This design comes from an exercise in tuning for small area, a short achievable clock period and few clock cycles on the open sky130 flow, not from production work.
In this exercise RTL edits were held to simulation tests only and were not proved equivalent to the original.
Power and IR drop assume default switching activity.

==> design/flow/design.v <==
module gsm7_c2s(cu, def_hit, sept);
  input [15:0] cu;
  wire [15:0] cu;
  output def_hit;
  wire def_hit;
  output [6:0] sept;
  wire [6:0] sept;
  wire _0_;
  wire _100_;
  wire _101_;
  wire _102_;
  wire _103_;
  wire _104_;
  wire _105_;
  wire _106_;
  wire _107_;
  wire _108_;
  wire _109_;
  wire _10_;
  wire _110_;
  wire _111_;
  wire _112_;
  wire _113_;
  wire _114_;
  wire _115_;
  wire _116_;
  wire _117_;
  wire _118_;
  wire _119_;
  wire _11_;
  wire _120_;
  wire _121_;
  wire _122_;
  wire _123_;
  wire _124_;
  wire _125_;
  wire _126_;
  wire _127_;
  wire _128_;
  wire _129_;
  wire _12_;
  wire _130_;
  wire _131_;
  wire _132_;
  wire _133_;
  wire _134_;
  wire _135_;
  wire _136_;
  wire _137_;
  wire _138_;
  wire _139_;
  wire _13_;
  wire _140_;
  wire _141_;
  wire _142_;
  wire _143_;
  wire _144_;
  wire _145_;
  wire _146_;
  wire _147_;
  wire _148_;
  wire _149_;
  wire _14_;
  wire _150_;
  wire _151_;
  wire _152_;
  wire _153_;
  wire _154_;
  wire _155_;
  wire _156_;
  wire _157_;
  wire _158_;
  wire _159_;
  wire _15_;
  wire _160_;
  wire _161_;
  wire _162_;
  wire _163_;
  wire _164_;
  wire _165_;
  wire _166_;
  wire _167_;
  wire _168_;
  wire _169_;
  wire _16_;
  wire _170_;
  wire _171_;
  wire _172_;
  wire _173_;
  wire _174_;
  wire _175_;
  wire _176_;
  wire _177_;
  wire _178_;
  wire _179_;
  wire _17_;
  wire _180_;
  wire _181_;
  wire _182_;
  wire _183_;
  wire _184_;
  wire _185_;
  wire _186_;
  wire _187_;
  wire _188_;
  wire _189_;
  wire _18_;
  wire _190_;
  wire _191_;
  wire _192_;
  wire _193_;
  wire _194_;
  wire _195_;
  wire _196_;
  wire _197_;
  wire _198_;
  wire _199_;
  wire _19_;
  wire _1_;
  wire _200_;
  wire _201_;
  wire _202_;
  wire _203_;
  wire _204_;
  wire _205_;
  wire _206_;
  wire _207_;
  wire _208_;
  wire _209_;
  wire _20_;
  wire _210_;
  wire _211_;
  wire _212_;
  wire _213_;
  wire _214_;
  wire _215_;
  wire _216_;
  wire _217_;
  wire _218_;
  wire _219_;
  wire _21_;
  wire _220_;
  wire _221_;
  wire _222_;
  wire _223_;
  wire _224_;
  wire _225_;
  wire _226_;
  wire _227_;
  wire _228_;
  wire _229_;
  wire _22_;
  wire _230_;
  wire _231_;
  wire _232_;
  wire _233_;
  wire _234_;
  wire _235_;
  wire _236_;
  wire _237_;
  wire _238_;
  wire _239_;
  wire _23_;
  wire _240_;
  wire _241_;
  wire _242_;
  wire _243_;
  wire _244_;
  wire _245_;
  wire _246_;
  wire _247_;
  wire _248_;
  wire _249_;
  wire _24_;
  wire _250_;
  wire _251_;
  wire _252_;
  wire _253_;
  wire _254_;
  wire _255_;
  wire _256_;
  wire _257_;
  wire _258_;
  wire _259_;
  wire _25_;
  wire _260_;
  wire _261_;
  wire _262_;
  wire _263_;
  wire _264_;
  wire _265_;
  wire _266_;
  wire _267_;
  wire _268_;
  wire _269_;
  wire _26_;
  wire _270_;
  wire _271_;
  wire _272_;
  wire _273_;
  wire _274_;
  wire _275_;
  wire _276_;
  wire _277_;
  wire _278_;
  wire _279_;
  wire _27_;
  wire _280_;
  wire _281_;
  wire _282_;
  wire _283_;
  wire _284_;
  wire _285_;
  wire _286_;
  wire _287_;
  wire _288_;
  wire _289_;
  wire _28_;
  wire _290_;
  wire _291_;
  wire _292_;
  wire _293_;
  wire _294_;
  wire _29_;
  wire _2_;
  wire _30_;
  wire _31_;
  wire _32_;
  wire _33_;
  wire _34_;
  wire _35_;
  wire _36_;
  wire _37_;
  wire _38_;
  wire _39_;
  wire _3_;
  wire _40_;
  wire _41_;
  wire _42_;
  wire _43_;
  wire _44_;
  wire _45_;
  wire _46_;
  wire _47_;
  wire _48_;
  wire _49_;
  wire _4_;
  wire _50_;
  wire _51_;
  wire _52_;
  wire _53_;
  wire _54_;
  wire _55_;
  wire _56_;
  wire _57_;
  wire _58_;
  wire _59_;
  wire _5_;
  wire _60_;
  wire _61_;
  wire _62_;
  wire _63_;
  wire _64_;
  wire _65_;
  wire _66_;
  wire _67_;
  wire _68_;
  wire _69_;
  wire _6_;
  wire _70_;
  wire _71_;
  wire _72_;
  wire _73_;
  wire _74_;
  wire _75_;
  wire _76_;
  wire _77_;
  wire _78_;
  wire _79_;
  wire _7_;
  wire _80_;
  wire _81_;
  wire _82_;
  wire _83_;
  wire _84_;
  wire _85_;
  wire _86_;
  wire _87_;
  wire _88_;
  wire _89_;
  wire _8_;
  wire _90_;
  wire _91_;
  wire _92_;
  wire _93_;
  wire _94_;
  wire _95_;
  wire _96_;
  wire _97_;
  wire _98_;
  wire _99_;
  wire _9_;
  wire [15:0] \u.cu ;
  wire \u.def_hit ;
  wire [7:0] \u.hi ;
  wire [7:0] \u.lo ;
  wire [6:0] \u.sept ;
  assign _270_ = 4'h1 >> { cu[6], cu[7] };
  assign _269_ = 4'h8 >> { cu[0], cu[4] };
  assign _268_ = 4'h8 >> { _269_, cu[3] };
  assign _267_ = 4'h8 >> { _268_, cu[1] };
  assign _266_ = 4'h8 >> { cu[1], cu[3] };
  assign _265_ = 4'h8 >> { _266_, _269_ };
  assign _264_ = 4'h1 >> { cu[1], cu[3] };
  assign _263_ = 4'h8 >> { cu[2], cu[4] };
  assign _262_ = 4'h1 >> { _263_, _264_ };
  assign _261_ = 4'h1 >> { cu[0], cu[4] };
  assign _260_ = 4'h4 >> { _261_, cu[2] };
  assign _259_ = 4'h1 >> { _260_, cu[3] };
  assign _258_ = 4'h1 >> { _259_, _262_ };
  assign _257_ = 4'h1 >> { _258_, cu[7] };
  assign _255_ = 4'h4 >> { _257_, _256_ };
  assign _254_ = 4'h1 >> { _256_, cu[7] };
  assign _253_ = 4'h4 >> { _254_, _258_ };
  assign _251_ = 4'h1 >> { _252_, _270_ };
  assign _250_ = 4'h2 >> { cu[6], cu[3] };
  assign _249_ = 4'h4 >> { _250_, cu[8] };
  assign _248_ = 4'h8 >> { cu[1], cu[2] };
  assign _247_ = 4'h1 >> { cu[1], cu[2] };
  assign _246_ = 4'h1 >> { _247_, _248_ };
  assign _245_ = 4'h4 >> { _246_, cu[7] };
  assign _244_ = 4'h4 >> { _245_, cu[5] };
  assign _243_ = 4'h1 >> { _244_, _249_ };
  assign _242_ = 4'h2 >> { _243_, _251_ };
  assign _241_ = 4'h2 >> { cu[1], cu[2] };
  assign _240_ = 4'h2 >> { cu[6], cu[0] };
  assign _239_ = 4'h1 >> { _240_, _241_ };
  assign _238_ = 4'h1 >> { cu[3], cu[4] };
  assign _237_ = 4'h8 >> { _256_, cu[2] };
  assign _236_ = 4'h8 >> { _248_, _268_ };
  assign _234_ = 4'h1 >> { _235_, _238_ };
  assign _233_ = 4'h1 >> { _234_, _239_ };
  assign _232_ = 4'h4 >> { _233_, cu[0] };
  assign _231_ = 4'h4 >> { _232_, cu[6] };
  assign _230_ = 4'h1 >> { cu[6], cu[0] };
  assign _229_ = 4'h8 >> { _230_, _233_ };
  assign _227_ = 4'h1 >> { _228_, _251_ };
  assign _226_ = 4'h1 >> { cu[7], cu[0] };
  assign _225_ = 4'h4 >> { _226_, cu[1] };
  assign _224_ = 4'h1 >> { cu[0], cu[1] };
  assign _223_ = 4'h4 >> { _224_, cu[7] };
  assign _222_ = 4'h8 >> { _262_, cu[7] };
  assign _221_ = 4'h1 >> { cu[0], cu[8] };
  assign _220_ = 4'h1 >> { _221_, cu[4] };
  assign _219_ = 4'h1 >> { _220_, _222_ };
  assign _217_ = 4'h4 >> { _219_, _218_ };
  assign _216_ = 4'h1 >> { _220_, _218_ };
  assign _215_ = 4'h4 >> { _216_, _222_ };
  assign _213_ = 4'h1 >> { _214_, _227_ };
  assign _212_ = 4'h2 >> { _213_, cu[5] };
  assign _211_ = 4'h1 >> { _212_, _242_ };
  assign _210_ = 4'h4 >> { _227_, cu[4] };
  assign _209_ = 4'h8 >> { cu[0], cu[5] };
  assign _208_ = 4'h8 >> { _209_, _248_ };
  assign _207_ = 4'h1 >> { cu[2], cu[5] };
  assign _206_ = 4'h4 >> { cu[0], cu[4] };
  assign _205_ = 4'h4 >> { _206_, _207_ };
  assign _204_ = 4'h4 >> { _205_, _208_ };
  assign _203_ = 4'h1 >> { _248_, cu[0] };
  assign _202_ = 4'h8 >> { _268_, cu[5] };
  assign _201_ = 4'h1 >> { _202_, _203_ };
  assign _200_ = 4'h8 >> { cu[6], cu[7] };
  assign _199_ = 4'h4 >> { _200_, _262_ };
  assign _198_ = 4'h1 >> { _199_, _201_ };
  assign _197_ = 4'h4 >> { _198_, _227_ };
  assign _196_ = 4'h1 >> { _197_, _204_ };
  assign _195_ = 4'h1 >> { _196_, cu[8] };
  assign sept[4] = 4'h1 >> { _195_, _210_ };
  assign _194_ = 4'h2 >> { cu[3], cu[8] };
  assign _193_ = 4'h8 >> { _194_, _209_ };
  assign _192_ = 4'h4 >> { cu[1], cu[8] };
  assign _191_ = 4'h4 >> { _192_, cu[4] };
  assign _190_ = 4'h8 >> { _191_, cu[2] };
  assign _189_ = 4'h2 >> { cu[1], cu[3] };
  assign _188_ = 4'h2 >> { _189_, cu[6] };
  assign _187_ = 4'h2 >> { cu[0], cu[4] };
  assign _186_ = 4'h8 >> { _187_, cu[3] };
  assign _185_ = 4'h1 >> { _186_, _188_ };
  assign _184_ = 4'h4 >> { _185_, _190_ };
  assign _183_ = 4'h4 >> { _184_, _193_ };
  assign _182_ = 4'h1 >> { _186_, _193_ };
  assign _181_ = 4'h4 >> { _182_, _188_ };
  assign _180_ = 4'h4 >> { _181_, _190_ };
  assign _178_ = 4'h2 >> { _179_, cu[7] };
  assign _177_ = 4'h1 >> { _211_, cu[7] };
  assign _176_ = 4'h4 >> { _189_, cu[5] };
  assign _175_ = 4'h1 >> { _176_, _227_ };
  assign _174_ = 4'h4 >> { _175_, _177_ };
  assign _173_ = 4'h2 >> { _174_, cu[3] };
  assign _172_ = 4'h1 >> { _173_, _178_ };
  assign _171_ = 4'h8 >> { _207_, _266_ };
  assign _170_ = 4'h8 >> { _189_, cu[7] };
  assign _169_ = 4'h1 >> { _170_, _260_ };
  assign _168_ = 4'h2 >> { _169_, cu[5] };
  assign _167_ = 4'h4 >> { _200_, cu[1] };
  assign _166_ = 4'h8 >> { _167_, cu[0] };
  assign _165_ = 4'h1 >> { _166_, _168_ };
  assign _164_ = 4'h4 >> { _165_, _171_ };
  assign _163_ = 4'h1 >> { _166_, _171_ };
  assign _162_ = 4'h4 >> { _163_, _168_ };
  assign _160_ = 4'h1 >> { _161_, _227_ };
  assign _159_ = 4'h4 >> { cu[6], cu[4] };
  assign _158_ = 4'h1 >> { _191_, _200_ };
  assign _157_ = 4'h1 >> { _158_, _159_ };
  assign _156_ = 4'h2 >> { _157_, _175_ };
  assign _155_ = 4'h2 >> { _156_, cu[2] };
  assign _154_ = 4'h2 >> { cu[6], cu[7] };
  assign _153_ = 4'h1 >> { _154_, _248_ };
  assign _152_ = 4'h2 >> { _153_, _221_ };
  assign _151_ = 4'h1 >> { _152_, _155_ };
  assign _150_ = 4'h4 >> { _151_, _160_ };
  assign _149_ = 4'h1 >> { _152_, _160_ };
  assign _148_ = 4'h4 >> { _149_, _155_ };
  assign _147_ = 4'h4 >> { _227_, cu[1] };
  assign _146_ = 4'h8 >> { _247_, _269_ };
  assign _145_ = 4'h8 >> { _207_, cu[7] };
  assign _144_ = 4'h1 >> { _145_, cu[5] };
  assign _143_ = 4'h8 >> { _144_, cu[7] };
  assign _142_ = 4'h1 >> { _143_, _146_ };
  assign _141_ = 4'h2 >> { _142_, cu[3] };
  assign _140_ = 4'h8 >> { _159_, cu[5] };
  assign _139_ = 4'h8 >> cu[6:5];
  assign _138_ = 4'h4 >> { _139_, cu[4] };
  assign _137_ = 4'h2 >> { cu[5], cu[8] };
  assign _135_ = 4'h1 >> { _137_, _136_ };
  assign _134_ = 4'h1 >> { _135_, cu[3] };
  assign _133_ = 4'h1 >> { _134_, cu[2] };
  assign _132_ = 4'h4 >> { _136_, cu[3] };
  assign _131_ = 4'h4 >> { _194_, cu[5] };
  assign _130_ = 4'h1 >> { _131_, cu[2] };
  assign _129_ = 4'h4 >> { _130_, _132_ };
  assign _128_ = 4'h8 >> { _206_, cu[5] };
  assign _127_ = 4'h4 >> { _209_, cu[4] };
  assign _126_ = 4'h2 >> { _167_, cu[2] };
  assign _124_ = 4'h4 >> { _126_, _125_ };
  assign _122_ = 4'h1 >> { _124_, _123_ };
  assign _121_ = 4'h1 >> { _122_, _141_ };
  assign _120_ = 4'h8 >> { _176_, cu[6] };
  assign _119_ = 4'h8 >> { _261_, cu[8] };
  assign _118_ = 4'h1 >> { _119_, _120_ };
  assign _117_ = 4'h8 >> { _118_, _251_ };
  assign _116_ = 4'h8 >> { _117_, _121_ };
  assign _115_ = 4'h2 >> { _119_, _121_ };
  assign _114_ = 4'h8 >> { _115_, _251_ };
  assign _113_ = 4'h4 >> { _114_, _120_ };
  assign _112_ = 4'h1 >> { _125_, _167_ };
  assign _111_ = 4'h2 >> { _112_, cu[2] };
  assign _110_ = 4'h4 >> { _238_, cu[2] };
  assign _109_ = 4'h8 >> { _110_, _139_ };
  assign _108_ = 4'h8 >> { _194_, _207_ };
  assign _107_ = 4'h1 >> { _108_, _119_ };
  assign _106_ = 4'h4 >> { _107_, _109_ };
  assign _105_ = 4'h4 >> { _106_, _120_ };
  assign _104_ = 4'h4 >> { _105_, _111_ };
  assign _103_ = 4'h8 >> { _104_, _251_ };
  assign _102_ = 4'h4 >> { _103_, _141_ };
  assign sept[1] = 4'h1 >> { _101_, _147_ };
  assign _100_ = 4'h2 >> { _192_, _238_ };
  assign _99_ = 4'h1 >> { _100_, _268_ };
  assign _98_ = 4'h4 >> { _248_, cu[7] };
  assign _97_ = 4'h1 >> { _98_, _99_ };
  assign _96_ = 4'h2 >> { _97_, _177_ };
  assign _95_ = 4'h8 >> { _139_, _264_ };
  assign _94_ = 4'h2 >> { _136_, cu[1] };
  assign _93_ = 4'h4 >> { _159_, cu[0] };
  assign _92_ = 4'h1 >> { _93_, _209_ };
  assign _91_ = 4'h2 >> { _92_, cu[2] };
  assign _90_ = 4'h1 >> { _145_, _250_ };
  assign _89_ = 4'h4 >> { _90_, _91_ };
  assign _88_ = 4'h1 >> { _89_, _94_ };
  assign _87_ = 4'h1 >> { _88_, _95_ };
  assign _86_ = 4'h4 >> { _87_, _96_ };
  assign _85_ = 4'h2 >> { _86_, _251_ };
  assign _84_ = 4'h8 >> { _97_, _251_ };
  assign _83_ = 4'h2 >> { _84_, cu[0] };
  assign _82_ = 4'h1 >> { _83_, _85_ };
  assign _81_ = 4'h8 >> { _139_, _245_ };
  assign _80_ = 4'h1 >> { _81_, _199_ };
  assign _79_ = 4'h1 >> { _80_, cu[0] };
  assign _78_ = 4'h1 >> { _208_, _252_ };
  assign _77_ = 4'h1 >> { _78_, _270_ };
  assign _76_ = 4'h4 >> { _247_, cu[3] };
  assign _75_ = 4'h4 >> { _264_, cu[2] };
  assign _73_ = 4'h1 >> { _74_, _250_ };
  assign _72_ = 4'h4 >> { cu[7], cu[8] };
  assign _71_ = 4'h4 >> { _72_, _73_ };
  assign _70_ = 4'h1 >> { _71_, _77_ };
  assign _69_ = 4'h4 >> { _70_, _79_ };
  assign _68_ = 4'h1 >> { _71_, _79_ };
  assign _67_ = 4'h4 >> { _68_, _77_ };
  assign _66_ = 4'h2 >> { _238_, cu[5] };
  assign _65_ = 4'h1 >> { _209_, _269_ };
  assign _64_ = 4'h1 >> { _65_, _66_ };
  assign _63_ = 4'h1 >> { _266_, cu[4] };
  assign _62_ = 4'h4 >> { _63_, _64_ };
  assign _61_ = 4'h2 >> { _62_, cu[5] };
  assign _60_ = 4'h1 >> { _186_, cu[5] };
  assign _59_ = 4'h8 >> { _187_, _241_ };
  assign _58_ = 4'h8 >> { _59_, _60_ };
  assign _57_ = 4'h1 >> { _60_, _246_ };
  assign _56_ = 4'h1 >> { _57_, _58_ };
  assign _55_ = 4'h2 >> { _59_, _60_ };
  assign _54_ = 4'h2 >> { _60_, _246_ };
  assign _53_ = 4'h1 >> { _54_, _55_ };
  assign _51_ = 4'h4 >> { _52_, _61_ };
  assign _50_ = 4'h4 >> { _64_, cu[2] };
  assign _49_ = 4'h8 >> { _50_, cu[1] };
  assign _48_ = 4'h4 >> { cu[1], cu[2] };
  assign _47_ = 4'h8 >> { _48_, _64_ };
  assign _45_ = 4'h1 >> { _46_, _51_ };
  assign _44_ = 4'h8 >> { _154_, cu[9] };
  assign _43_ = 4'h8 >> { _44_, cu[8] };
  assign _42_ = 4'h8 >> cu[9:8];
  assign _41_ = 4'h8 >> { _42_, _154_ };
  assign _39_ = 4'h4 >> { _40_, _45_ };
  assign _38_ = 4'h8 >> { _167_, _261_ };
  assign _37_ = 4'h1 >> { _233_, _270_ };
  assign _36_ = 4'h4 >> { _37_, _38_ };
  assign _35_ = 4'h1 >> { _38_, _270_ };
  assign _34_ = 4'h4 >> { _35_, _233_ };
  assign _33_ = 4'h8 >> { _189_, _205_ };
  assign _32_ = 4'h8 >> { _260_, _266_ };
  assign _31_ = 4'h1 >> { _32_, cu[5] };
  assign _30_ = 4'h4 >> { _31_, _33_ };
  assign _29_ = 4'h1 >> { _32_, _33_ };
  assign _28_ = 4'h4 >> { _29_, cu[5] };
  assign _27_ = 4'h1 >> { _33_, cu[5] };
  assign _26_ = 4'h4 >> { _27_, _32_ };
  assign _23_ = 4'h1 >> { _24_, _25_ };
  assign _22_ = 4'h4 >> { _144_, _234_ };
  assign _21_ = 4'h2 >> { cu[0], cu[1] };
  assign _20_ = 4'h4 >> { _21_, _207_ };
  assign _19_ = 4'h4 >> { _20_, _260_ };
  assign _18_ = 4'h1 >> { _19_, _146_ };
  assign _17_ = 4'h1 >> { _18_, cu[3] };
  assign _16_ = 4'h8 >> { _20_, _259_ };
  assign _15_ = 4'h4 >> { _146_, cu[3] };
  assign _14_ = 4'h1 >> { _15_, _16_ };
  assign _13_ = 4'h1 >> { _206_, cu[5] };
  assign _12_ = 4'h2 >> { _13_, _247_ };
  assign _11_ = 4'h8 >> { _12_, cu[3] };
  assign _10_ = 4'h8 >> { _247_, cu[3] };
  assign _9_ = 4'h4 >> { _10_, _13_ };
  assign _8_ = 4'h8 >> { _170_, _187_ };
  assign _6_ = 4'h1 >> { _8_, _7_ };
  assign _5_ = 4'h4 >> { _6_, _252_ };
  assign _3_ = 4'h8 >> { _5_, _4_ };
  assign _2_ = 4'h1 >> { _7_, _252_ };
  assign _1_ = 4'h2 >> { _8_, _4_ };
  assign _0_ = 4'h8 >> { _1_, _2_ };
  assign _293_ = 4'h4 >> { _294_, _22_ };
  assign _292_ = 4'h4 >> { _6_, _15_ };
  assign _291_ = 4'h4 >> { _292_, _16_ };
  assign _290_ = 4'h1 >> { _22_, _252_ };
  assign _289_ = 4'h8 >> { _290_, _291_ };
  assign _287_ = 4'h2 >> { _288_, cu[6] };
  assign _286_ = 4'h1 >> { _287_, _23_ };
  assign _285_ = 4'h1 >> cu[9:8];
  assign _284_ = 4'h4 >> { _285_, _286_ };
  assign _283_ = 4'h1 >> { _284_, _39_ };
  assign _282_ = 4'h1 >> cu[11:10];
  assign _281_ = 4'h1 >> { cu[15], cu[12] };
  assign _280_ = 4'h8 >> { _281_, _282_ };
  assign _279_ = 4'h4 >> { _280_, cu[13] };
  assign _278_ = 4'h4 >> { _279_, cu[14] };
  assign _277_ = 4'h1 >> cu[13:12];
  assign _276_ = 4'h1 >> cu[15:14];
  assign _275_ = 4'h8 >> { _276_, _277_ };
  assign _274_ = 4'h8 >> { _275_, _282_ };
  assign def_hit = 4'h4 >> { _273_, _283_ };
  assign _256_ = 4'he >> { _267_, _265_ };
  assign _252_ = 4'he >> { _255_, _253_ };
  assign _235_ = 4'he >> { _237_, _236_ };
  assign _228_ = 4'he >> { _231_, _229_ };
  assign _218_ = 4'he >> { _225_, _223_ };
  assign _214_ = 4'he >> { _217_, _215_ };
  assign _179_ = 4'he >> { _183_, _180_ };
  assign _161_ = 4'he >> { _164_, _162_ };
  assign _272_ = 4'he >> { _150_, _148_ };
  assign _136_ = 4'he >> { _140_, _138_ };
  assign _123_ = 4'he >> { _133_, _129_ };
  assign _125_ = 4'he >> { _128_, _127_ };
  assign _101_ = 8'hfe >> { _116_, _113_, _102_ };
  assign _74_ = 4'he >> { _76_, _75_ };
  assign _271_ = 4'he >> { _69_, _67_ };
  assign _52_ = 4'hb >> { _56_, _53_ };
  assign _46_ = 4'he >> { _49_, _47_ };
  assign _40_ = 4'he >> { _43_, _41_ };
  assign _25_ = 4'he >> { _36_, _34_ };
  assign _24_ = 8'hfe >> { _30_, _28_, _26_ };
  assign _4_ = 4'hb >> { _17_, _14_ };
  assign _7_ = 4'he >> { _11_, _9_ };
  assign _294_ = 4'he >> { _3_, _0_ };
  assign _288_ = 4'he >> { _293_, _289_ };
  assign _273_ = 4'he >> { _278_, _274_ };
  assign sept[5] = 2'h1 >> _211_;
  assign sept[3] = 2'h1 >> _172_;
  assign sept[2] = 2'h1 >> _272_;
  assign sept[0] = 2'h1 >> _82_;
  assign sept[6] = 2'h1 >> _271_;
  assign \u.lo  = cu[7:0];
  assign \u.hi  = cu[15:8];
  assign \u.sept  = sept;
  assign \u.def_hit  = def_hit;
  assign \u.cu  = cu;
endmodule
module gsm7_s2c(esc, sept, lo, g, e, esc_ok);
  input esc;
  wire esc;
  input [6:0] sept;
  wire [6:0] sept;
  output [7:0] lo;
  wire [7:0] lo;
  output g;
  wire g;
  output e;
  wire e;
  output esc_ok;
  wire esc_ok;
  wire _0_;
  wire _100_;
  wire _101_;
  wire _102_;
  wire _103_;
  wire _104_;
  wire _105_;
  wire _106_;
  wire _107_;
  wire _108_;
  wire _109_;
  wire _10_;
  wire _110_;
  wire _111_;
  wire _112_;
  wire _113_;
  wire _114_;
  wire _115_;
  wire _116_;
  wire _117_;
  wire _118_;
  wire _119_;
  wire _11_;
  wire _120_;
  wire _121_;
  wire _122_;
  wire _123_;
  wire _124_;
  wire _125_;
  wire _126_;
  wire _127_;
  wire _128_;
  wire _129_;
  wire _12_;
  wire _130_;
  wire _131_;
  wire _132_;
  wire _133_;
  wire _134_;
  wire _135_;
  wire _136_;
  wire _137_;
  wire _138_;
  wire _139_;
  wire _13_;
  wire _140_;
  wire _141_;
  wire _142_;
  wire _143_;
  wire _144_;
  wire _145_;
  wire _146_;
  wire _147_;
  wire _148_;
  wire _149_;
  wire _14_;
  wire _150_;
  wire _151_;
  wire _152_;
  wire _153_;
  wire _154_;
  wire _155_;
  wire _156_;
  wire _157_;
  wire _158_;
  wire _159_;
  wire _15_;
  wire _160_;
  wire _161_;
  wire _162_;
  wire _163_;
  wire _164_;
  wire _165_;
  wire _166_;
  wire _167_;
  wire _168_;
  wire _169_;
  wire _16_;
  wire _170_;
  wire _171_;
  wire _172_;
  wire _173_;
  wire _174_;
  wire _175_;
  wire _176_;
  wire _177_;
  wire _178_;
  wire _179_;
  wire _17_;
  wire _180_;
  wire _181_;
  wire _182_;
  wire _183_;
  wire _184_;
  wire _185_;
  wire _186_;
  wire _187_;
  wire _188_;
  wire _189_;
  wire _18_;
  wire _190_;
  wire _191_;
  wire _192_;
  wire _193_;
  wire _194_;
  wire _195_;
  wire _196_;
  wire _197_;
  wire _198_;
  wire _199_;
  wire _19_;
  wire _1_;
  wire _200_;
  wire _201_;
  wire _202_;
  wire _203_;
  wire _204_;
  wire _205_;
  wire _206_;
  wire _207_;
  wire _208_;
  wire _209_;
  wire _20_;
  wire _210_;
  wire _211_;
  wire _212_;
  wire _213_;
  wire _214_;
  wire _215_;
  wire _216_;
  wire _217_;
  wire _218_;
  wire _219_;
  wire _21_;
  wire _220_;
  wire _221_;
  wire _222_;
  wire _223_;
  wire _224_;
  wire _225_;
  wire _226_;
  wire _227_;
  wire _228_;
  wire _229_;
  wire _22_;
  wire _230_;
  wire _231_;
  wire _232_;
  wire _233_;
  wire _234_;
  wire _235_;
  wire _236_;
  wire _237_;
  wire _238_;
  wire _239_;
  wire _23_;
  wire _240_;
  wire _241_;
  wire _242_;
  wire _243_;
  wire _244_;
  wire _245_;
  wire _246_;
  wire _247_;
  wire _248_;
  wire _249_;
  wire _24_;
  wire _250_;
  wire _251_;
  wire _252_;
  wire _253_;
  wire _254_;
  wire _255_;
  wire _256_;
  wire _257_;
  wire _258_;
  wire _25_;
  wire _26_;
  wire _27_;
  wire _28_;
  wire _29_;
  wire _2_;
  wire _30_;
  wire _31_;
  wire _32_;
  wire _33_;
  wire _34_;
  wire _35_;
  wire _36_;
  wire _37_;
  wire _38_;
  wire _39_;
  wire _3_;
  wire _40_;
  wire _41_;
  wire _42_;
  wire _43_;
  wire _44_;
  wire _45_;
  wire _46_;
  wire _47_;
  wire _48_;
  wire _49_;
  wire _4_;
  wire _50_;
  wire _51_;
  wire _52_;
  wire _53_;
  wire _54_;
  wire _55_;
  wire _56_;
  wire _57_;
  wire _58_;
  wire _59_;
  wire _5_;
  wire _60_;
  wire _61_;
  wire _62_;
  wire _63_;
  wire _64_;
  wire _65_;
  wire _66_;
  wire _67_;
  wire _68_;
  wire _69_;
  wire _6_;
  wire _70_;
  wire _71_;
  wire _72_;
  wire _73_;
  wire _74_;
  wire _75_;
  wire _76_;
  wire _77_;
  wire _78_;
  wire _79_;
  wire _7_;
  wire _80_;
  wire _81_;
  wire _82_;
  wire _83_;
  wire _84_;
  wire _85_;
  wire _86_;
  wire _87_;
  wire _88_;
  wire _89_;
  wire _8_;
  wire _90_;
  wire _91_;
  wire _92_;
  wire _93_;
  wire _94_;
  wire _95_;
  wire _96_;
  wire _97_;
  wire _98_;
  wire _99_;
  wire _9_;
  wire [15:0] cu;
  wire [15:0] \u.cu ;
  wire \u.esc ;
  wire \u.esc_ok ;
  wire [6:0] \u.sept ;
  wire [15:0] \u.x ;
  assign _239_ = 4'h4 >> { sept[0], sept[2] };
  assign _238_ = 4'h1 >> { sept[3], sept[4] };
  assign _237_ = 4'h2 >> { sept[1], sept[6] };
  assign _236_ = 4'h8 >> { _237_, _238_ };
  assign _235_ = 4'h2 >> { esc, sept[2] };
  assign _234_ = 4'h2 >> { _235_, _236_ };
  assign _233_ = 4'h4 >> { _234_, _239_ };
  assign _232_ = 4'h1 >> { _235_, _239_ };
  assign _231_ = 4'h8 >> { _232_, _236_ };
  assign _230_ = 4'h1 >> { sept[1], sept[4] };
  assign _229_ = 4'h1 >> { _230_, sept[3] };
  assign _228_ = 4'h2 >> { _229_, esc };
  assign _227_ = 4'h2 >> { sept[0], sept[2] };
  assign _226_ = 4'h4 >> { _227_, sept[1] };
  assign _225_ = 4'h1 >> { sept[0], sept[1] };
  assign _224_ = 4'h8 >> { _225_, sept[2] };
  assign _222_ = 4'h8 >> { _223_, _238_ };
  assign _221_ = 4'h2 >> { _222_, sept[5] };
  assign _220_ = 4'h4 >> { _221_, _228_ };
  assign _219_ = 4'h2 >> { _228_, sept[5] };
  assign _218_ = 4'h4 >> { _219_, _222_ };
  assign _216_ = 4'h1 >> { _217_, sept[6] };
  assign _214_ = 4'h1 >> { _216_, _215_ };
  assign _213_ = 4'h2 >> { sept[2], sept[4] };
  assign _212_ = 4'h2 >> { sept[1], sept[3] };
  assign _211_ = 4'h2 >> { _212_, sept[0] };
  assign _210_ = 4'h2 >> { _211_, _213_ };
  assign _209_ = 4'h1 >> { _235_, sept[1] };
  assign _208_ = 4'h2 >> { sept[3], sept[4] };
  assign _207_ = 4'h4 >> { _208_, _209_ };
  assign _206_ = 4'h1 >> { _207_, _210_ };
  assign g = 4'h1 >> { _206_, _214_ };
  assign _205_ = 4'h8 >> { _213_, sept[1] };
  assign _204_ = 4'h4 >> { sept[1], sept[2] };
  assign _203_ = 4'h8 >> { _204_, sept[4] };
  assign _202_ = 4'h8 >> { _238_, sept[0] };
  assign _201_ = 4'h2 >> { sept[0], sept[4] };
  assign _200_ = 4'h1 >> { sept[2], sept[6] };
  assign _199_ = 4'h4 >> { _200_, sept[3] };
  assign _198_ = 4'h4 >> { _199_, _201_ };
  assign _197_ = 4'h1 >> { sept[2], sept[3] };
  assign _196_ = 4'h1 >> { _201_, sept[6] };
  assign _195_ = 4'h8 >> { _196_, _197_ };
  assign _193_ = 4'h1 >> { _194_, esc };
  assign _192_ = 4'h1 >> { _193_, _202_ };
  assign _190_ = 4'h4 >> { _192_, _191_ };
  assign _189_ = 4'h8 >> { sept[3], sept[4] };
  assign _188_ = 4'h8 >> { _189_, sept[6] };
  assign _187_ = 4'h4 >> { _188_, _210_ };
  assign _186_ = 4'h2 >> { _187_, _214_ };
  assign _185_ = 4'h8 >> { sept[0], sept[4] };
  assign _184_ = 4'h2 >> { _185_, sept[3] };
  assign _183_ = 4'h1 >> { _184_, _212_ };
  assign _182_ = 4'h1 >> { _183_, _210_ };
  assign _181_ = 4'h4 >> { sept[0], sept[1] };
  assign _180_ = 4'h4 >> { sept[2], sept[4] };
  assign _179_ = 4'h8 >> { _180_, _181_ };
  assign _178_ = 4'h4 >> { _204_, sept[0] };
  assign _177_ = 4'h1 >> { _178_, _179_ };
  assign _176_ = 4'h4 >> { _181_, sept[4] };
  assign _175_ = 4'h1 >> { _176_, _204_ };
  assign _174_ = 4'h1 >> { _175_, _239_ };
  assign _172_ = 4'h8 >> { _173_, _182_ };
  assign _171_ = 4'h1 >> { _172_, _186_ };
  assign lo[7] = 4'h4 >> { _171_, _190_ };
  assign _170_ = 4'h8 >> { _192_, _230_ };
  assign _169_ = 4'h4 >> { esc, sept[0] };
  assign _168_ = 4'h8 >> { sept[1], sept[6] };
  assign _167_ = 4'h1 >> { _168_, _213_ };
  assign _166_ = 4'h1 >> { _167_, sept[5] };
  assign _165_ = 4'h2 >> { _166_, sept[3] };
  assign _164_ = 4'h1 >> { _165_, _169_ };
  assign _163_ = 4'h4 >> { _180_, sept[5] };
  assign _162_ = 4'h8 >> { sept[1], sept[3] };
  assign _161_ = 4'h2 >> { _162_, _163_ };
  assign _160_ = 4'h8 >> { _181_, _213_ };
  assign _159_ = 4'h1 >> { _160_, _161_ };
  assign _158_ = 4'h1 >> { _159_, sept[3] };
  assign _157_ = 4'h4 >> { _181_, sept[6] };
  assign _156_ = 4'h1 >> { sept[1], sept[6] };
  assign _155_ = 4'h8 >> { _156_, sept[0] };
  assign _154_ = 4'h1 >> { sept[0], sept[5] };
  assign _153_ = 4'h2 >> { _154_, sept[2] };
  assign _151_ = 4'h4 >> { _153_, _152_ };
  assign _150_ = 4'h4 >> { _189_, _200_ };
  assign _149_ = 4'h4 >> { _150_, _151_ };
  assign _148_ = 4'h1 >> { _149_, _158_ };
  assign _147_ = 4'h8 >> { _148_, _164_ };
  assign _146_ = 4'h2 >> { _149_, _164_ };
  assign _145_ = 4'h4 >> { _146_, _158_ };
  assign _143_ = 4'h4 >> { _144_, _186_ };
  assign _142_ = 4'h4 >> { _143_, _170_ };
  assign _141_ = 4'h1 >> { _171_, sept[6] };
  assign lo[6] = 4'h1 >> { _141_, _142_ };
  assign _140_ = 4'h1 >> { _168_, _230_ };
  assign _139_ = 4'h8 >> { _140_, sept[2] };
  assign _138_ = 4'h4 >> { _139_, _163_ };
  assign _137_ = 4'h2 >> { _163_, sept[2] };
  assign _136_ = 4'h8 >> { _137_, _140_ };
  assign _135_ = 4'h4 >> { esc, sept[2] };
  assign _134_ = 4'h2 >> { sept[0], sept[1] };
  assign _133_ = 4'h1 >> { _197_, _239_ };
  assign _132_ = 4'h2 >> { sept[0], sept[3] };
  assign _131_ = 4'h1 >> { _132_, sept[2] };
  assign _129_ = 4'h1 >> { _130_, _134_ };
  assign _128_ = 4'h1 >> { _129_, _135_ };
  assign _126_ = 4'h1 >> { _128_, _127_ };
  assign _125_ = 4'h1 >> { _126_, _202_ };
  assign _124_ = 4'h2 >> { _125_, _171_ };
  assign _123_ = 4'h8 >> { _171_, esc };
  assign _122_ = 4'h2 >> { _123_, sept[5] };
  assign _121_ = 4'h1 >> { _156_, sept[3] };
  assign _120_ = 4'h1 >> { _121_, _152_ };
  assign _119_ = 4'h1 >> { _120_, _239_ };
  assign _118_ = 4'h8 >> { _119_, _171_ };
  assign _117_ = 4'h2 >> { _120_, _171_ };
  assign _116_ = 4'h4 >> { _117_, _239_ };
  assign _114_ = 4'h1 >> { _115_, _122_ };
  assign _113_ = 4'h4 >> { _114_, _124_ };
  assign _112_ = 4'h1 >> { _115_, _124_ };
  assign _111_ = 4'h1 >> { _119_, _202_ };
  assign _110_ = 4'h4 >> { _111_, _126_ };
  assign _109_ = 4'h2 >> { _110_, _171_ };
  assign _107_ = 4'h1 >> { _108_, _122_ };
  assign _106_ = 4'h2 >> { _180_, sept[5] };
  assign _105_ = 4'h1 >> { esc, sept[3] };
  assign _104_ = 4'h8 >> { _134_, _180_ };
  assign _103_ = 4'h2 >> { _104_, _105_ };
  assign _102_ = 4'h1 >> { _103_, _181_ };
  assign _101_ = 4'h1 >> { _102_, _106_ };
  assign _100_ = 4'h2 >> { _101_, _171_ };
  assign _99_ = 4'h2 >> { _115_, sept[4] };
  assign _98_ = 4'h1 >> { _99_, _100_ };
  assign _97_ = 4'h8 >> { _143_, sept[6] };
  assign _96_ = 4'h1 >> { _230_, _237_ };
  assign _95_ = 4'h1 >> { _96_, _97_ };
  assign _94_ = 4'h4 >> { _171_, _197_ };
  assign _93_ = 4'h4 >> { _94_, _95_ };
  assign _92_ = 4'h1 >> { _191_, _223_ };
  assign _91_ = 4'h2 >> { _92_, _140_ };
  assign _90_ = 4'h1 >> { _185_, sept[5] };
  assign _89_ = 4'h2 >> { _90_, _197_ };
  assign _88_ = 4'h1 >> { _89_, _91_ };
  assign _87_ = 4'h2 >> { _180_, _184_ };
  assign _86_ = 4'h2 >> { _87_, _88_ };
  assign _85_ = 4'h1 >> { sept[1], sept[3] };
  assign _84_ = 4'h1 >> { _85_, _162_ };
  assign _83_ = 4'h1 >> { _84_, _86_ };
  assign _82_ = 4'h2 >> { _83_, _159_ };
  assign _81_ = 4'h4 >> { _82_, esc };
  assign _80_ = 4'h4 >> { _159_, esc };
  assign _79_ = 4'h4 >> { _80_, _83_ };
  assign _77_ = 4'h8 >> { _78_, _93_ };
  assign lo[4] = 4'h1 >> { _77_, _98_ };
  assign _76_ = 4'h4 >> { _127_, _212_ };
  assign _75_ = 4'h4 >> { _76_, _134_ };
  assign _74_ = 4'h1 >> { _134_, _212_ };
  assign _73_ = 4'h8 >> { _74_, _127_ };
  assign _71_ = 4'h1 >> { _72_, _186_ };
  assign _70_ = 4'h8 >> { _71_, _78_ };
  assign _69_ = 4'h4 >> { _186_, sept[3] };
  assign lo[3] = 4'h1 >> { _69_, _70_ };
  assign _68_ = 4'h1 >> { _97_, _186_ };
  assign _67_ = 4'h2 >> { _68_, sept[2] };
  assign _66_ = 4'h1 >> { _204_, sept[4] };
  assign _65_ = 4'h4 >> { _66_, _225_ };
  assign _64_ = 4'h1 >> { _225_, sept[4] };
  assign _63_ = 4'h4 >> { _64_, _204_ };
  assign _62_ = 4'h4 >> { _201_, _209_ };
  assign _61_ = 4'h2 >> { esc, sept[1] };
  assign _60_ = 4'h1 >> { _61_, sept[3] };
  assign _59_ = 4'h1 >> { _60_, _238_ };
  assign _58_ = 4'h2 >> { esc, sept[4] };
  assign _57_ = 4'h1 >> { _58_, sept[3] };
  assign _56_ = 4'h1 >> { _57_, _85_ };
  assign _54_ = 4'h4 >> { _55_, _62_ };
  assign _52_ = 4'h4 >> { _54_, _53_ };
  assign _51_ = 4'h1 >> { _204_, _225_ };
  assign _50_ = 4'h2 >> { _51_, sept[3] };
  assign _49_ = 4'h2 >> { _60_, sept[4] };
  assign _48_ = 4'h1 >> { _49_, _50_ };
  assign _47_ = 4'h1 >> { _48_, _62_ };
  assign _46_ = 4'h2 >> { _227_, sept[1] };
  assign _45_ = 4'h8 >> { sept[0], sept[1] };
  assign _44_ = 4'h1 >> { _45_, _204_ };
  assign _43_ = 4'h1 >> { _213_, sept[5] };
  assign _42_ = 4'h8 >> { _43_, _105_ };
  assign _40_ = 4'h8 >> { _42_, _41_ };
  assign _39_ = 4'h8 >> { _41_, _105_ };
  assign _38_ = 4'h4 >> { _105_, _204_ };
  assign _37_ = 4'h4 >> { _38_, _45_ };
  assign _35_ = 4'h8 >> { _36_, _43_ };
  assign _32_ = 4'h1 >> { _33_, _34_ };
  assign _31_ = 4'h1 >> { _32_, _149_ };
  assign _30_ = 4'h1 >> { _31_, _186_ };
  assign _29_ = 4'h1 >> { _30_, _67_ };
  assign _28_ = 4'h2 >> { _68_, sept[1] };
  assign _27_ = 4'h4 >> { _149_, sept[6] };
  assign _26_ = 4'h2 >> { esc, sept[0] };
  assign _25_ = 4'h8 >> { _26_, _230_ };
  assign _24_ = 4'h4 >> { _181_, esc };
  assign _23_ = 4'h4 >> { _24_, sept[4] };
  assign _22_ = 4'h4 >> { _176_, esc };
  assign _20_ = 4'h1 >> { _21_, _132_ };
  assign _19_ = 4'h1 >> { _20_, sept[2] };
  assign _18_ = 4'h2 >> { _19_, _88_ };
  assign _17_ = 4'h4 >> { _18_, _27_ };
  assign _16_ = 4'h1 >> { _17_, _186_ };
  assign _15_ = 4'h1 >> { _16_, _28_ };
  assign _14_ = 4'h2 >> { _93_, sept[0] };
  assign _13_ = 4'h4 >> { _97_, _181_ };
  assign _12_ = 4'h4 >> { _213_, sept[1] };
  assign _11_ = 4'h1 >> { _12_, esc };
  assign _10_ = 4'h2 >> { _11_, _132_ };
  assign _9_ = 4'h1 >> { _213_, esc };
  assign _8_ = 4'h2 >> { _61_, _132_ };
  assign _7_ = 4'h4 >> { _8_, _9_ };
  assign _6_ = 4'h1 >> { _84_, esc };
  assign _5_ = 4'h8 >> { _6_, _139_ };
  assign _4_ = 4'h8 >> { _140_, _235_ };
  assign _3_ = 4'h4 >> { _4_, _84_ };
  assign _1_ = 4'h1 >> { _2_, _104_ };
  assign _258_ = 4'h4 >> { _1_, _0_ };
  assign _257_ = 4'h1 >> { _0_, _104_ };
  assign _256_ = 4'h4 >> { _257_, _2_ };
  assign _254_ = 4'h2 >> { _255_, _171_ };
  assign _253_ = 4'h1 >> { _254_, _13_ };
  assign _252_ = 4'h4 >> { _253_, _14_ };
  assign e = 4'h8 >> { _215_, sept[0] };
  assign _251_ = 4'h1 >> { _72_, _106_ };
  assign _250_ = 4'h1 >> { _251_, sept[6] };
  assign _249_ = 4'h1 >> { _250_, _236_ };
  assign _248_ = 4'h4 >> { _182_, _204_ };
  assign _240_ = 4'h1 >> { _154_, _179_ };
  assign _241_ = 4'h1 >> { _240_, _163_ };
  assign _242_ = 4'h4 >> { _154_, _163_ };
  assign _243_ = 4'h8 >> { _137_, _176_ };
  assign _244_ = 4'h1 >> { _243_, _242_ };
  assign _246_ = 4'h4 >> { _245_, _248_ };
  assign esc_ok = 4'h1 >> { _246_, _249_ };
  assign _215_ = 4'he >> { _233_, _231_ };
  assign _223_ = 4'he >> { _226_, _224_ };
  assign _217_ = 4'he >> { _220_, _218_ };
  assign _191_ = 4'he >> { _205_, _203_ };
  assign _194_ = 4'he >> { _198_, _195_ };
  assign _173_ = 4'hb >> { _177_, _174_ };
  assign _152_ = 4'he >> { _157_, _155_ };
  assign _144_ = 4'he >> { _147_, _145_ };
  assign _127_ = 4'he >> { _138_, _136_ };
  assign _130_ = 4'hb >> { _133_, _131_ };
  assign _115_ = 4'he >> { _118_, _116_ };
  assign _108_ = 4'hb >> { _112_, _109_ };
  assign _247_ = 4'he >> { _113_, _107_ };
  assign _78_ = 4'he >> { _81_, _79_ };
  assign _72_ = 4'he >> { _75_, _73_ };
  assign _53_ = 4'he >> { _65_, _63_ };
  assign _55_ = 4'he >> { _59_, _56_ };
  assign _34_ = 4'he >> { _52_, _47_ };
  assign _41_ = 4'hb >> { _46_, _44_ };
  assign _36_ = 4'he >> { _39_, _37_ };
  assign _33_ = 4'he >> { _40_, _35_ };
  assign _21_ = 8'hfe >> { _25_, _23_, _22_ };
  assign _0_ = 4'he >> { _10_, _7_ };
  assign _2_ = 4'he >> { _5_, _3_ };
  assign _255_ = 4'he >> { _258_, _256_ };
  assign _245_ = 4'hb >> { _241_, _244_ };
  assign lo[5] = 2'h1 >> _247_;
  assign lo[2] = 2'h1 >> _29_;
  assign lo[1] = 2'h1 >> _15_;
  assign lo[0] = 2'h1 >> _252_;
  assign { \u.x [15:14], \u.x [12:9] } = { 5'h00, \u.x [8] };
  assign \u.esc_ok  = esc_ok;
  assign \u.cu  = { 2'h0, e, 3'h0, g, g, lo };
  assign \u.sept  = sept;
  assign \u.esc  = esc;
  assign cu = { 2'h0, e, 3'h0, g, g, lo };
endmodule
module gsm7_codec (
    input  wire        clk,
    input  wire        rst,
    input  wire        cmd_valid,
    output wire        cmd_ready,
    input  wire        cmd_dec,       
    input  wire [2:0]  cmd_pad,       
    input  wire [8:0]  cmd_len,       
    input  wire        in_valid,
    output wire        in_ready,
    input  wire [15:0] in_data,
    output reg         out_valid,
    output wire [15:0] out_data,
    output reg         done,
    output wire        done_err,
    output wire [8:0]  done_pos,
    output wire        done_escp
);
    localparam [6:0] ESC_MARK = 7'h1B;
    reg         busy;        
    reg         fresh;       
    reg         dec;         
    reg         cmd_rdy;
    reg         in_rdy;
    reg         fin;         
    reg  [8:0]  cnt;         
    reg         zw;          
    reg  [15:0] w;           
    reg         v0, v1;      
    reg         wesc;        
    reg         half;        
    reg  [2:0]  n;           
    reg  [6:0]  acc;         
    reg         esc;
    reg         err;
    reg  [8:0]  pos;         
    reg  [7:0]  out_lo;      
    reg         out_g;       
    reg         out_e;       
    assign cmd_ready = cmd_rdy;
    assign in_ready  = in_rdy;
    assign done_err  = err;
    assign done_pos  = pos;
    assign done_escp = esc;
    assign out_data  = {2'b00, out_e, 3'b000, out_g, out_g, out_lo};
    wire cmd_acc = cmd_valid & cmd_rdy;
    wire in_acc  = in_valid & in_rdy;
    wire        c_def;
    wire [6:0]  c_sept;
    gsm7_c2s u_c2s (.cu(w), .def_hit(c_def), .sept(c_sept));
    wire        e_tok  = busy && !dec && v0;             
    wire        e_two  = e_tok && wesc && !half;          
    wire        e_cons = e_tok && !e_two;                 
    wire [6:0]  e_sept = !e_tok ? 7'd0 : e_two ? ESC_MARK : c_sept;
    wire [14:0] e_comb = {8'd0, acc} | ({8'd0, e_sept} << n);
    wire        e_emit = e_tok && (n != 3'd0);            
    wire        e_lastt = e_cons && (cnt == 9'd0);        
    wire        e_left = (n != 3'd1);
    wire        e_done = fin || (e_lastt && !(e_emit && e_left));
    wire        e_out  = fin ? (n != 3'd0) : (e_emit || e_lastt);
    wire [7:0]  il = in_data[7:0];
    wire        in_esc = ((in_data[15:8] == 8'h00) &&
                          (il == 8'h5B || il == 8'h5C || il == 8'h5D || il == 8'h5E ||
                           il == 8'h7B || il == 8'h7C || il == 8'h7D || il == 8'h7E)) ||
                         (in_data == 16'h20AC);
    wire [15:0] d_win  = w >> n;
    wire [6:0]  d_sept = d_win[6:0];
    wire        d_ext  = busy && dec && (cnt != 9'd0) && v0 && (n <= 3'd1 || v1);
    wire        d_shift = d_ext && (n != 3'd0);           
    wire        d_mark = (d_sept == ESC_MARK);
    wire [7:0]  d_lo;
    wire        d_g, d_e, d_eok;
    gsm7_s2c u_s2c (.esc(esc), .sept(d_sept), .lo(d_lo), .g(d_g), .e(d_e), .esc_ok(d_eok));
    wire        d_bad  = d_ext && !d_mark && esc && !d_eok;
    wire        d_out  = d_ext && !d_mark;
    wire        d_lastt = d_ext && (cnt == 9'd1);
    wire        d_done = d_lastt || (zw && in_acc) || (fin && dec);
    wire        a0 = d_shift ? v1 : v0;
    wire        a1 = d_shift ? 1'b0 : v1;
    wire        to1 = in_acc && a0;                       
    wire        fin_done = dec ? d_done : e_done;
    wire        busy_n = cmd_acc || (busy && !fin_done);
    wire [8:0]  cnt_n  = cmd_acc ? cmd_len :
                         (!dec && in_acc) || d_ext ? cnt - 9'd1 : cnt;
    wire [2:0]  n_n    = cmd_acc ? cmd_pad :
                         (e_tok || d_ext) ? n - 3'd1 : n;
    wire        dec_n  = cmd_acc ? cmd_dec : dec;
    wire        v0_n   = !cmd_acc && (dec ? (a0 || in_acc) : ((v0 && !e_cons) || in_acc));
    wire        v1_n   = !cmd_acc && dec && (a1 || to1);
    wire        c_ge1 = (cnt != 9'd0);
    wire        c_ge2 = (cnt[8:1] != 8'd0);
    wire        c_ge3 = (cnt[8:2] != 7'd0) || (cnt[1:0] == 2'd3);
    wire        c_ge4 = (cnt[8:2] != 7'd0);
    wire        nz_n  = d_ext ? c_ge2 : c_ge1;
    wire        ge3_n = d_ext ? c_ge4 : c_ge3;
    wire        eq2_n = d_ext ? (c_ge3 && !c_ge4) : (c_ge2 && !c_ge3);
    wire        eq1_n = d_ext ? (c_ge2 && !c_ge3) : (c_ge1 && !c_ge2);
    wire [2:0]  p_n   = d_ext ? n - 3'd1 : n;
    wire        dn_need = !a0 ? nz_n :
                          ge3_n || (eq2_n && (!a1 || p_n > 3'd2)) || (eq1_n && !a1 && p_n >= 3'd2);
    wire        dn_rdy  = busy && !d_lastt && !fin && (zw || dn_need) && (!(a0 && a1) || p_n != 3'd0);
    wire        da_need = ge3_n || (eq2_n && (!a0 || p_n > 3'd2)) || (eq1_n && !a0 && p_n >= 3'd2);
    wire        da_rdy  = !zw && da_need && (!a0 || p_n != 3'd0);
    wire        en_rdy  = busy && c_ge1;
    wire        ea_rdy  = (cnt != 9'd1) && !in_esc;
    wire        new_rdy = (cmd_len != 9'd0) || (cmd_dec && cmd_pad != 3'd0);
    wire        zw_n    = cmd_acc ? (cmd_dec && cmd_len == 9'd0 && cmd_pad != 3'd0) :
                          (zw && !in_acc);
    wire        fin_n   = cmd_acc ? (cmd_len == 9'd0 && !(cmd_dec && cmd_pad != 3'd0)) :
                          (e_lastt && e_emit && e_left);
    wire        end_n   = fin_n ||
                          (!cmd_acc && dec && !d_lastt && !fin && eq1_n &&
                           (in_acc ? (a0 || p_n <= 3'd1) : (a0 && (a1 || p_n <= 3'd1))));
    wire        rdy_n   = cmd_acc ? new_rdy :
                          in_acc  ? (dec ? da_rdy : ea_rdy) :
                                    (dec ? dn_rdy : en_rdy);
    always @(posedge clk) begin
        if (rst) begin
            busy      <= 1'b0;
            cmd_rdy   <= 1'b0;
            in_rdy    <= 1'b0;
            fin       <= 1'b0;
            v0        <= 1'b0;
            v1        <= 1'b0;
            out_valid <= 1'b0;
            done      <= 1'b0;
        end else begin
            busy      <= busy_n;
            cmd_rdy   <= !busy_n || end_n;
            in_rdy    <= rdy_n;
            v0        <= busy_n && v0_n;
            v1        <= busy_n && v1_n;
            fin       <= fin_n;
            out_valid <= dec ? d_out : e_out;
            done      <= busy && fin_done;
        end
    end
    always @(posedge clk) begin
        dec  <= dec_n;
        cnt  <= cnt_n;
        n    <= n_n;
        zw   <= zw_n;
        half <= e_two;
        fresh <= cmd_acc;
        if (in_acc) wesc <= in_esc;
        if (in_acc) begin
            if (!dec || !to1) w[7:0] <= in_data[7:0];
            if (!dec)         w[15:8] <= in_data[15:8];
            else if (to1)     w[15:8] <= in_data[7:0];
        end else if (d_shift) begin
            w[7:0] <= w[15:8];
        end
        if (in_acc && dec && !to1 && d_shift) w[7:0] <= in_data[7:0];
        if (in_acc && dec && to1 && d_shift) w[7:0] <= w[15:8];
        if (cmd_acc)
            acc <= 7'd0;
        else if (e_tok)
            acc <= (n != 3'd0) ? e_comb[14:8] : e_comb[6:0];
        out_lo <= dec ? d_lo : e_comb[7:0];
        out_g  <= dec && d_g;
        out_e  <= dec && d_e;
        if (fresh) begin
            esc <= 1'b0;
            err <= 1'b0;
            pos <= 9'h1FF;
        end else begin
            if (d_ext) esc <= d_mark;
            if ((e_cons && !(c_def || wesc)) || d_bad) err <= 1'b1;
            if (((e_tok && !half) || d_ext) && !err)
                pos <= pos + 9'd1;
        end
    end
endmodule
==> design/flow/flow/run.sh <==
#!/bin/bash
# Own flow: the standard flow, with the port buffers made from the
# smallest buffer cell instead of the default choice.
set -euo pipefail
# the standard synthesis, unchanged
bash standard.sh synth > synth.log 2>&1
# the rest of the standard flow
bash standard.sh 'BUFFER_PORTS_ARGS=-buffer_cell sky130_fd_sc_hd__buf_1' finish > layout.log 2>&1
==> design/flow/standard.sh <==
#!/bin/bash
# synth_recipe.tcl (not shown) runs the flow's synth.tcl, then flattens the netlist and writes it again
# the make line also repeats each setting of config.mk as NAME=value (left out here)
make -C /OpenROAD-flow-scripts/flow DESIGN_CONFIG=/design/flow/config.mk WORK_HOME=/design/flow/orfs CLKGATE_MAP_FILE= SYNTH_SCRIPT=/design/flow/synth_recipe.tcl "${@:-finish}"
==> design/flow/config.mk <==
export PLATFORM = sky130hd
export DESIGN_NAME = gsm7_codec
export DESIGN_NICKNAME = gsm7_codec
export VERILOG_FILES = /design/flow/design.v
export SDC_FILE = /design/flow/constraint.sdc
export NUM_CORES = 4
export LEC_CHECK = 0
export ABC_AREA = 1
export ABC_CLOCK_PERIOD_IN_PS = 3000
export CAP_MARGIN = 20
export CORE_MARGIN = 5
export CORE_UTILIZATION = 25
export CTS_BUF_LIST = sky130_fd_sc_hd__clkbuf_2 sky130_fd_sc_hd__clkbuf_4
export CTS_CLUSTER_SIZE = 30
export SETUP_SLACK_MARGIN = 5
export SLEW_MARGIN = 20
==> design/flow/constraint.sdc <==
create_clock -name core_clock -period 8.0 [get_ports {clk}]
set_input_delay 1.6000 -clock core_clock [delete_from_list [all_inputs] [get_ports {clk}]]
set_output_delay 1.6000 -clock core_clock [all_outputs]
set_load 0.01 [all_outputs]
==> reports/results.tsv, run 1 <==
stage	metric	value	unit
status	status	finished clean	
logic_synthesis	synth_area_leader_cell	nand2_1	
sta	finalHoldViolCount	0	
route	final_antenna_net_count	0	
worst_setup_path	worst_path_max_delay_cell	mux2_2	
worst_setup_path	crit_path_cell_trace	buf_1, nand2_1, nor2_1, inv_1, o31ai_1, buf_4, mux2_2	
layout	antenna_cells	0	
logic_synthesis	yosys_warnings	1	
power	ir_worst_vdd	0.08534	mV
sta	max_freq	0.3515	GHz
route	wl	18000	um
layout	n_fill_cell	2533	
die	start_util	0.2552	
worst_setup_path	critPathKind	in -> reg	
power	combPwrFrac	0.332	
layout	final_nets	1030	
place	dp_hpwl	13290	um
logic_synthesis	async_flop_share	0	
route	wl_met3	1131	um
sta	maxSlewViolCount	0	
global_route	antenna_found_initial	0	
worst_setup_path	endpoint_kind	register	
worst_setup_path	required	8.19	ns
logic_synthesis	syn_avg_cell_area	6.367	um2
logic_synthesis	ys_ff_latch	69	
layout	area_growth	15.07	%
route	highest_layer	met4	
route	drt_pass1_iterations	8	
cts	cts_root_buffer	clkbuf_4	
route	dr_wl_met2	8530	um
worst_setup_path	critPathLaunchType	input port	
route	drt_iter0_drc	509	
route	post_drt_wl_per_cell	14.14	um
cts	htreeDepth	3	
global_route	grtUsageTotal	0.1338	
place	io_buffers	58	
logic_synthesis	synth_top_family_by_area	simple AND/OR/NAND/NOR gates	
global_route	grt_max_degree	27	
die	die_w	162.2	um
cts	clk_latency	0.44	ns
logic_synthesis	yosysUniqueCellTypes	60	
job	drv_cap	0	
worst_setup_path	arrival	3.03	ns
die	coreArea	22710	um2
logic_synthesis	seq_area_frac_synth	0.2902	
logic_synthesis	synth_top_cell_area_share	0.1658	
die	io_pins	64	
route	vias	6318	
sta	fin_skew	0.01691	ns
power	p_int	0.5648	mW
sta	fin_setup_tns	0	ns
logic_synthesis	synth.area.top_cells	nand2_1 (17%), edfxtp_1 (16%), dfxtp_1 (13%), o21ai_0 (6.1%), nand3_1 (6.0%)	
die	die_h	162.2	um
min_path	min_path_type	reg -> reg	
power	powerDensity	135.4	nW/um2
power	pwr-share-clk	0.220	
logic_synthesis	syn-instance-count	910	
sta	fin_worst_hold_slack	0.4773	ns
power	switching_share	0.3745	
logic_synthesis	syn_area	5794	um2
cts	cts_buffers	9	
cts	clock_path_buffers	2	
place	place_congestion	0.9518	
layout	drive_above_1_share	0.1285	
power	seqPwrFrac	0.448	
sta	relSlewSlack	0.5275	
die	row_count	55	
power	p_leak	2.858	nW
cts	hold_buffers	0	
power	power	0.9030	mW
cts	path_clk_slew	0.11	ns
global_route	grt_pass1_wl	29200	um
logic_synthesis	synth_edf_count	30	
sta	worst_slew_pin_slew	0.7040	ns
sta	period_share	0.3556	
layout	layout_common_cells	nand2_1 (251), inv_1 (83), nor2_1 (80), nand3_1 (69), o21ai_0 (67)	
sta	rsz0062_at_grt	yes	
cts	cts_tree	done	
sta	timing.final.crit_period	2.845	ns
logic_synthesis	synth-adder-area-share	0.03023	
logic_synthesis	synth_compound_area_frac	0.2049	
worst_setup_path	slowest_delay	0.34	ns
global_route	grt_pass1_vias	5809	
power	p_switching	0.3382	mW
die	dieArea	26320	um2
global_route	overflow	0	
worst_setup_path	crit_fanout	15	
logic_synthesis	synth_xor_xnor_area_share	0.01058	
cts	cts.sinks	69	
route	via_per_inst	4.963	
layout	mostFrequentLayoutCell	nand2_1	
logic_synthesis	synthSimpleGateAreaFrac	0.3492	
logic_synthesis	ys.flop_type	dfxtp_1	
route	drc	0	
route	met1_length	7980	um
sta	setup_viol	0	
logic_synthesis	synthMuxAreaShare	0.001943	
==> per-layer routing <==
metal | track usage | vias up
met2 | 0.2222 | 251
met1 | 0.1789 | 2861
met4 | 0.04652 | 0
li1 | - | 3173
met3 | 0.01725 | 33
met5 | 0 | -
==> critical path, delay by kind of cell <==
family / cells / cell delay, ns
buffers and inverters: 3 / 0.39
AND/OR/NAND/NOR: 2 / 0.47
AO/OA/AOI/OAI: 1 / 0.24
multiplexers: 1 / 0.34
==> path summary, 6_finish.rpt <==
| path | from | endpoint | slack (ns) | cells past startpoint |
|---|---|---|---|---|
| worst max-delay path | in_valid | w[6]$_DFFE_PP_ | 5.16 | 7 |
| worst min-delay path | pos[8]$_SDFFE_PP1P_ | pos[8]$_SDFFE_PP1P_ | 0.48 | 1 |
| worst max register to register | w[4]$_DFFE_PP_ | out_lo[0]$_DFF_P_ | 5.20 | 17 |
| worst min register to register | pos[8]$_SDFFE_PP1P_ | pos[8]$_SDFFE_PP1P_ | 0.48 | 1 |
==> power by group through the flow <==
stage	registers (mW)	logic [mW]	clock network, mW
6_report	0.404	0.300	0.199
5_1_grt	0.407	0.335	0.219
4_1_cts	0.408	0.271	0.208
3_5_place_dp	0.422	0.259	0
3_3_place_gp	0.421	0.261	0
2_1_floorplan	0.410	0.205	0
==> layout make-up <==
cell class	instances	area, um2	share of cell area
clock buffer	13	97.59	0.01464
clock inverter	3	12.51	0.001877
inverter	107	421.7	0.06324
multi-input combinational	696	3553	0.5329
sequential	69	1682	0.2522
tap	285	356.6	0.05348
timing repair buffer	99	539.3	0.08088
timing repair inverter	1	5.005	0.0007506
==> cell families (layout without fill, tap and decap cells) <==
| group | count (synthesis) | in the layout |
|---|---|---|
| simple gates | 467 | 467 |
| fa+ha+maj | 14 | 14 |
| other cells | 1 | 5 |
| buf+inv | 149 | 223 |
| mux | 1 | 1 |
| flops | 69 | 69 |
| compound gates | 202 | 202 |
| xor+xnor | 7 | 7 |
==> sequential cells by signal (all words and copies together) (netlist names), 3 cells and up <==
register  cells
acc           7
pos           9
out_lo        8
cnt           9
n             3
w            16
==> what timing repair did <==
| item | 4_1_cts | 5_1_grt |
|---|---|---|
| gates resized for setup | 6 | 26 |
| endpoints found under the setup margin | 54 | 29 |
| gates cloned | 0 | 1 |
| setup buffers | 7 | 33 |
| pin swaps | 1 | 5 |
==> stage by stage <==
stage | setup slack (ns) | instances | instance area (um2) | util
2_1_floorplan | 5.069 | 914 | 5809 | -
3_3_place_gp | 4.476 | 1216 | 6145 | 0.2706
3_5_place_dp | 4.323 | 1216 | 6145 | 0.2706
4_1_cts | 4.871 | 1239 | 6322 | 0.2784
5_1_grt | 4.940 | 1273 | 6668 | 0.2936
6_report | 5.155 | 1273 | 6668 | 0.2936
==> synthesized netlist by cell type (4+ instances only) <==
library cell	number
ha_1	14
nand2_1	256
edfxtp_1	30
nor3_1	14
nand2_2	5
o21ai_2	7
nor2_2	7
nand3_1	70
a31oi_1	12
inv_2	18
inv_1	85
buf_2	10
buf_4	12
buf_1	4
o21ai_1	18
or2_2	4
clkbuf_1	11
o22ai_1	5
o211ai_1	10
nand4_1	10
xor2_1	5
buf_6	4
nor2_1	82
dfxtp_1	39
a21oi_1	49
o21ai_0	71
Testbench counts, summed over its fixed seeds: cycles 15,854.
==> run 2: changes to the inputs <==
--- a/design/flow/config.mk
+++ b/design/flow/config.mk
@@ -11,6 +11,7 @@
 export CORE_MARGIN = 5
 export CORE_UTILIZATION = 25
-export CTS_BUF_LIST = sky130_fd_sc_hd__clkbuf_2 sky130_fd_sc_hd__clkbuf_4
+export CTS_BUF_LIST = sky130_fd_sc_hd__clkbuf_4 sky130_fd_sc_hd__clkbuf_8
 export CTS_CLUSTER_SIZE = 30
 export SETUP_SLACK_MARGIN = 5
 export SLEW_MARGIN = 20
+export TNS_END_PERCENT = 0
==> run 2 against run 1 <==
Effect of this change: largest power group unchanged; worst hold slack got worse by 0.0058 ns; wire length decreased by 1.2%; first-iteration DRC count fell by 8.3%; setup slack worse by 0.13 ns; highest routed layer unchanged; area after synthesis unchanged; clock skew fell by 0.0056 ns; die area unchanged; sequential share of layout area grew 0.52 points; clock power rose by 27%; global-route usage is 0.080 points lower.
==> reports/results.tsv, run 2 <==
stage	metric	value	unit	change
logic_synthesis	seq_area_frac_synth	0.2902		unchanged
die	io_pins	64		unchanged
logic_synthesis	syn_area	5794	um2	unchanged
worst_setup_path	arrival	3.08	ns	+0.05 ns
sta	fin_setup_tns	0	ns	unchanged
cts	clock_path_buffers	2		unchanged
min_path	min_from	pos[8]$_SDFFE_PP1P_		
layout	multi_input_area	3505	um2	-1.4%
worst_setup_path	r2r_start	n[0]$_DFFE_PP_		
logic_synthesis	syn_avg_cell_area	6.367	um2	unchanged
sta	period_share	0.3723		+0.01673
job	drv_cap	0		unchanged
worst_setup_path	crit_fanout	16		+1
power	ir_worst_vdd	0.09459	mV	+11%
layout	largestRegisters	w: 16 flops, cnt: 9 flops, pos: 9 flops		
global_route	grt_pass1_vias	5790		-0.33%
layout	drive_above_1_share	0.1022		-0.02638
layout	antenna_cells	0		unchanged
logic_synthesis	yosys_warnings	1		unchanged
cts	path_clk_slew	0.07	ns	-0.04 ns
min_path	min_path_type	reg -> reg		
route	wl	17770	um	-1.2%
logic_synthesis	synth.area.top_cells	nand2_1 (17%), edfxtp_1 (16%), dfxtp_1 (13%), o21ai_0 (6.1%), nand3_1 (6.0%)		
worst_setup_path	cp.buffers_inverters	5		+2
route	final_antenna_net_count	0		unchanged
worst_setup_path	reg2reg_to	w[6]$_DFFE_PP_		
die	die_w	162.2	um	unchanged
sta	fin_worst_hold_slack	0.4715	ns	-0.005751 ns
worst_setup_path	ff2ff_setup_slack	5.02	ns	-0.18 ns
power	p_leak	2.767	nW	-3.2%
layout	layout_common_cells	nand2_1 (254), inv_1 (83), nor2_1 (82), nand3_1 (69), o21ai_0 (69)		
status	status	finished clean		
logic_synthesis	yosysMostFrequentCell	nand2_1		
cts	clk_latency	0.36	ns	-0.08 ns
cts	cts_buffers	9		unchanged
layout	largest_reg_flops	16		unchanged
power	powerDensity	144.5	nW/um2	+6.7%
route	drt_pass1_iterations	5		-3
die	die_h	162.2	um	unchanged
logic_synthesis	async_flop_share	0		unchanged
global_route	grt_pass1_wl	29000	um	-0.68%
worst_setup_path	worst_path_max_delay_cell	nor2_1		
place	io_buffers	58		unchanged
cts	cts.sinks	69		unchanged
cts	cts_tree	done		
worst_setup_path	endpoint_kind	register		
layout	mostFrequentLayoutCell	nand2_1		
worst_setup_path	critPathTopFamily	buffers and inverters		
sta	timing.final.crit_period	2.979	ns	+0.1338 ns
==> run 2: how the worst max path moves through the flow <==
| stage | startpoint | end | slack (ns) | cells past startpoint |
|---|---|---|---|---|
| finish | n[0]$_DFFE_PP_ | w[6]$_DFFE_PP_ | 5.02 | 11 |
| global route | n[1]$_DFFE_PP_ | pos[8]$_SDFFE_PP1P_ | 4.84 | 13 |
| global placement | dec$_DFFE_PP_ | v0$_SDFF_PP0_ | 4.48 | 15 |
| CTS | n[2]$_DFFE_PP_ | in_rdy$_SDFF_PP0_ | 4.81 | 18 |
| detailed placement | dec$_DFFE_PP_ | v0$_SDFF_PP0_ | 4.32 | 15 |
| floorplan | in_valid | w[6]$_DFFE_PP_ | 5.07 | 5 |
==> run 2: cell families (layout without fill, tap and decap cells) <==
family,count (synthesis),count (layout),synth area share
AO/OA/AOI/OAI,202,202,0.2049
multiplexers,1,1,0.001943
AND/OR/NAND/NOR,467,467,0.3492
XOR/XNOR,7,7,0.01058
adder cells (fa/ha/maj),14,14,0.03023
buffers and inverters,149,204,0.1123
other,1,5,0.0006472
flip-flops,69,69,0.2902
==> run 2: worst reg2reg max path, stage by stage (launching register included) <==
cell and delay, ns:
edfxtp_1 0.39, buf_4 0.20, inv_2 0.20, ha_1 0.18, inv_1 0.06, nor2_1 0.51, inv_1 0.09, nand2_1 0.16
o21ai_2 0.13, o31ai_1 0.23, buf_4 0.23, mux2_2 0.34
==> run 2: stage by stage <==
stage               area [um2]  setup WS [ns]  cells
floorplan                 5809          5.069    914
global placement          6145          4.476   1216
detailed placement        6145          4.323   1216
CTS                       6347          4.806   1236
global route              6533          4.838   1254
finish                    6533          5.021   1254
==> run 2: what timing repair did <==
action,CTS,global route
gates cloned,0,1
pin swaps,1,0
setup endpoints to repair,54,65
setup buffers,4,17
endpoints found under the hold margin,0,0
resized for setup,3,11
==> run 2: metal layers <==
layer / track usage / wire length, um / up-vias
met3: 0.01725 / 959 / 29
met1: 0.1782 / 7967 / 2840
li1: - / - / 3137
met5: 0 / 0 / -
met4: 0.04729 / 357 / 0
met2: 0.2200 / 8488 / 228
==> run 2: cell type report <==
| class | count | area share |
|---|---|---|
| clock buffer | 13 | 0.02356 |
| clock inverter | 3 | 0.001915 |
| inverter | 107 | 0.06378 |
| multi-input combinational | 696 | 0.5365 |
| sequential | 69 | 0.2574 |
| tap | 285 | 0.05459 |
| timing repair buffer | 80 | 0.06110 |
| timing repair inverter | 1 | 0.001149 |
==> run 2: power breakdown <==
group	internal (mW)	total, mW	leakage, nW	switching, mW
clock	0.124	0.253	0.0902	0.129
sequential	0.390	0.406	0.597	0.0158
combinational	0.0902	0.285	2.08	0.195

[re-timing with driven ports]
In the flow no input, the clock included, has a driving cell. The finished layouts below were timed again as built, in two steps. Step 1, drivers: a clkbuf_16 drives clk and a buf_2 each remaining input, both assumed. Step 2 times the ports against the registers' clock, not the clock port: input delays grow and output delays shrink by t, the midpoint of the rising clock arrivals with the driver on. Slacks: no drivers / after step 1 / after step 2; pairs: no drivers / after step 1.
run	t, ns	setup slack, ns
run 1	0.463	5.155 / 5.148 / 4.698
run 2	0.390	5.021 / 5.021 / 4.688
After both steps every run listed still meets setup and hold.
